Context: an optimization exercise on an open-source flow, tuned for small area, a short achievable clock period and few clock cycles per item. The choices shown serve that exercise and are no tape-out recipe.
The RTL was checked by simulation tests, not by an equivalence proof against the original design.

Design env_bank, start of the top module:
module env_bank (
    input  wire        clk,
    input  wire        rst,
    input  wire        cmd_valid,
    output wire        cmd_ready,
    input  wire [2:0]  cmd_op,
    input  wire [1:0]  cmd_env,
    input  wire [31:0] cmd_data,
    output reg         res_valid,
    output reg  [31:0] res_level,
    output reg         res_done
);
Size: roughly 16000 cells after synthesis, ~3800 flip-flops, ~75 I/O pins.
==> flow/config.mk <==
export PLATFORM = sky130hd
export DESIGN_NAME = env_bank
export DESIGN_NICKNAME = env_bank
export VERILOG_FILES = /design/flow/design.v
export SDC_FILE = /design/flow/constraint.sdc
export NUM_CORES = 4
export LEC_CHECK = 0
export CAP_MARGIN = 50
export CORE_MARGIN = 2
export CORE_UTILIZATION = 55
export CTS_CLUSTER_DIAMETER = 100
export CTS_CLUSTER_SIZE = 24
export SLEW_MARGIN = 60
==> flow/constraint.sdc <==
create_clock -name core_clock -period 20.0 [get_ports {clk}]
set_input_delay 4.0000 -clock core_clock [delete_from_list [all_inputs] [get_ports {clk}]]
set_output_delay 4.0000 -clock core_clock [all_outputs]
set_load 0.01 [all_outputs]
standard.sh (not shown) runs the stock make flow with config.mk's settings and CLKGATE_MAP_FILE= SYNTH_SCRIPT=/design/flow/synth_recipe.tcl, a recipe that flattens the netlist after the stock synthesis.
==> flow/flow/run.sh <==
#!/bin/bash
set -euo pipefail
export BUFFER_PORTS_ARGS="-buffer_cell sky130_fd_sc_hd__buf_4"
bash standard.sh > standard.log 2>&1
Testbench counts at the start, summed over its fixed seeds: cycles 20,098, items 19,200.
Edit:
--- a/flow/design.v
+++ b/flow/design.v
@@ -78,25 +78,20 @@
     fsub_b1 u1 (.dif(dif), .ex(ex), .nn(nn), .e(e), .z(z));
     fsub_b2 u2 (.nn(nn), .e(e), .z(z), .y(y));
 endmodule
 module fadd_pos_swap (
     input  wire [30:0] a,
     input  wire [30:0] b,
-    output wire [7:0]  eb,      
-    output wire [22:0] fb,      
-    output wire [22:0] fs,      
-    output wire [4:0]  dd       
-);
-    wire        ab  = (a[30:23] >= b[30:23]);
-    wire [7:0]  d1  = a[30:23] - b[30:23];
-    wire [7:0]  d2  = b[30:23] - a[30:23];
-    wire [7:0]  d   = ab ? d1 : d2;
+    output wire [4:0]  dd,
+    output wire        ab       
+);
+    assign ab = (a[30:23] >= b[30:23]);
+    wire [7:0]  d1 = a[30:23] - b[30:23];
+    wire [7:0]  d2 = b[30:23] - a[30:23];
+    wire [7:0]  d  = ab ? d1 : d2;
     assign dd = (d > 8'd27) ? 5'd27 : d[4:0];
-    assign eb = ab ? a[30:23] : b[30:23];
-    assign fb = ab ? a[22:0] : b[22:0];
-    assign fs = ab ? b[22:0] : a[22:0];
 endmodule
 module fadd_pos_add (
     input  wire [22:0] fb,
     input  wire [22:0] fs,
     input  wire [4:0]  dd,
     output wire [27:0] s
@@ -587,77 +582,75 @@
             endcase
         end
     end
     wire [23:0] nh1;
     wire        up1, z1;
     wire [4:0]  p1;
-    wire [7:0]  eb1;
-    wire [22:0] fb1, fs1;
     wire [4:0]  dd1;
+    wire        ab1;
     u32_norm      u_norm (.g(i_g), .nh(nh1), .up(up1), .p(p1), .z(z1));
-    fadd_pos_swap u_adsw (.a(i_a), .b(i_d), .eb(eb1), .fb(fb1), .fs(fs1), .dd(dd1));
+    fadd_pos_swap u_adsw (.a(i_a), .b(i_d), .dd(dd1), .ab(ab1));
     reg [2:0]  e1_k;
     reg        e1_ss, e1_z, e1_up;
     reg [1:0]  e1_env;
     reg [23:0] e1_nh;
     reg [4:0]  e1_p;
-    reg [7:0]  e1_eb;
-    reg [22:0] e1_fb, e1_fs;
     reg [4:0]  e1_dd;
+    reg        e1_ab;
     reg [30:0] e1_a, e1_d;
     always @(posedge clk) begin
         e1_k <= rs ? K_NONE : i_k;
         {e1_ss, e1_env} <= {i_ss, i_env};
         e1_nh <= nh1;  e1_up <= up1;  e1_p <= p1;  e1_z <= z1;
-        e1_eb <= eb1;  e1_fb <= fb1;  e1_fs <= fs1;  e1_dd <= dd1;
+        e1_dd <= dd1;  e1_ab <= ab1;
         e1_a <= i_a;  e1_d <= i_d;
     end
     wire [30:0] pr2;
     wire [27:0] sa2;
     ts_prod      u_tsp (.nh(e1_nh), .up(e1_up), .pr(pr2));
-    fadd_pos_add u_ada (.fb(e1_fb), .fs(e1_fs), .dd(e1_dd), .s(sa2));
+    fadd_pos_add u_ada (.fb(e1_ab ? e1_a[22:0] : e1_d[22:0]), .fs(e1_ab ? e1_d[22:0] : e1_a[22:0]),
+                        .dd(e1_dd), .s(sa2));
     reg [2:0]  e2_k;
     reg        e2_ss, e2_z;
     reg [1:0]  e2_env;
     reg [30:0] e2_pr;
     reg [4:0]  e2_p;
-    reg [7:0]  e2_eb;
+    reg        e2_ab;
     reg [27:0] e2_sa;
     reg [30:0] e2_a, e2_d;
     always @(posedge clk) begin
         e2_k <= rs ? K_NONE : e1_k;
         {e2_ss, e2_env} <= {e1_ss, e1_env};
         e2_pr <= pr2;  e2_p <= e1_p;  e2_z <= e1_z;
-        e2_eb <= e1_eb;  e2_sa <= sa2;
+        e2_ab <= e1_ab;  e2_sa <= sa2;
         e2_a <= e1_a;  e2_d <= e1_d;
     end
     wire [30:0] t3, ad3;
     wire        tov3;
     ts_round       u_tsr (.pr(e2_pr), .p(e2_p), .z(e2_z), .t(t3), .ovf(tov3));
-    fadd_pos_round u_adr (.eb(e2_eb), .s(e2_sa), .y(ad3));
+    fadd_pos_round u_adr (.eb(e2_ab ? e2_a[30:23] : e2_d[30:23]), .s(e2_sa), .y(ad3));
     wire [9:0]  db3  = 10'd121 + {5'd0, e2_p} + {9'd0, e2_pr[30]} - {2'b00, e2_a[30:23]};
     wire [9:0]  db31 = db3 + 10'd1;
     wire [4:0]  dd3  = (db3 > 10'd27) ? 5'd27 : db3[4:0];
     wire [4:0]  dd31 = (db31 > 10'd27) ? 5'd27 : db31[4:0];
-    wire        zw3  = (e2_a[30:23] == 8'd0);
     reg [2:0]  e3_k;
-    reg        e3_ss, e3_zwa;
+    reg        e3_ss;
     reg [1:0]  e3_env;
     reg [4:0]  e3_dd, e3_dd1;
     reg        e3_tov;
     reg [30:0] e3_t, e3_ad, e3_a, e3_d;
     always @(posedge clk) begin
-        e3_dd <= dd3;  e3_dd1 <= dd31;  e3_tov <= tov3;  e3_zwa <= zw3;
+        e3_dd <= dd3;  e3_dd1 <= dd31;  e3_tov <= tov3;
         e3_k <= rs ? K_NONE : e2_k;
         {e3_ss, e3_env} <= {e2_ss, e2_env};
         e3_t <= t3;  e3_ad <= ad3;  e3_a <= e2_a;  e3_d <= e2_d;
     end
     wire        att4 = (e3_t < e3_a) & (e3_k != K_SDATA);
     wire        sus4 = ~(e3_t < e3_a) & ~(e3_t < e3_ad);
     wire [26:0] mal4;
-    fsub_al u_tmal (.fw(e3_a[22:0]), .dd(e3_tov ? e3_dd1 : e3_dd), .zw(e3_zwa), .mal(mal4));
+    fsub_al u_tmal (.fw(e3_a[22:0]), .dd(e3_tov ? e3_dd1 : e3_dd), .zw(1'b0), .mal(mal4));   
     reg [2:0]  e4_k;
     reg        e4_ss, e4_att, e4_sus;
     reg [1:0]  e4_env;
     reg [26:0] e4_mal;
     reg [30:0] e4_t, e4_dv;
     always @(posedge clk) begin
Effect: The changed run finished with timing, DRC and antenna clean. Count of clock-buffer cells in the layout goes down by 2. Fmax goes up by 1.5%. Global-route usage goes up by 0.38 points. Hold slack gains 0.0070 ns. Cell area goes down by 0.33%. Sequential cell count goes down by 61. Cell count stays flat.
Testbench counts after the change, summed over its fixed seeds: cycles 20,098, items 19,200.

==> re-timing with driven ports <==
In the flow no input, the clock included, has a driving cell. The finished layouts below were timed again as built, in two steps.
Step 1, drivers: a clkbuf_16 drives clk and a buf_2 each remaining input, both assumed.
Step 2 times the ports against the registers' clock, not the clock port: input delays grow and output delays shrink by t, the midpoint of the rising clock arrivals with the driver on.
a / b / c = no drivers / after step 1 / after step 2; a / b = the first two.
| run | t, ns | slack for setup (ns) | clock arrival spread, ns | worst slew at a driven data input, ns | pins driven straight from the clock port |
|---|---|---|---|---|---|
| the first run | 0.976 | 14.516 / 14.420 / 14.766 | 0.068 / 0.069 | 0.06 | 1 |
| the second run | 0.998 | 14.597 / 14.499 / 14.838 | 0.066 / 0.066 | 0.11 | 1 |
After both steps every run listed still meets setup and hold.
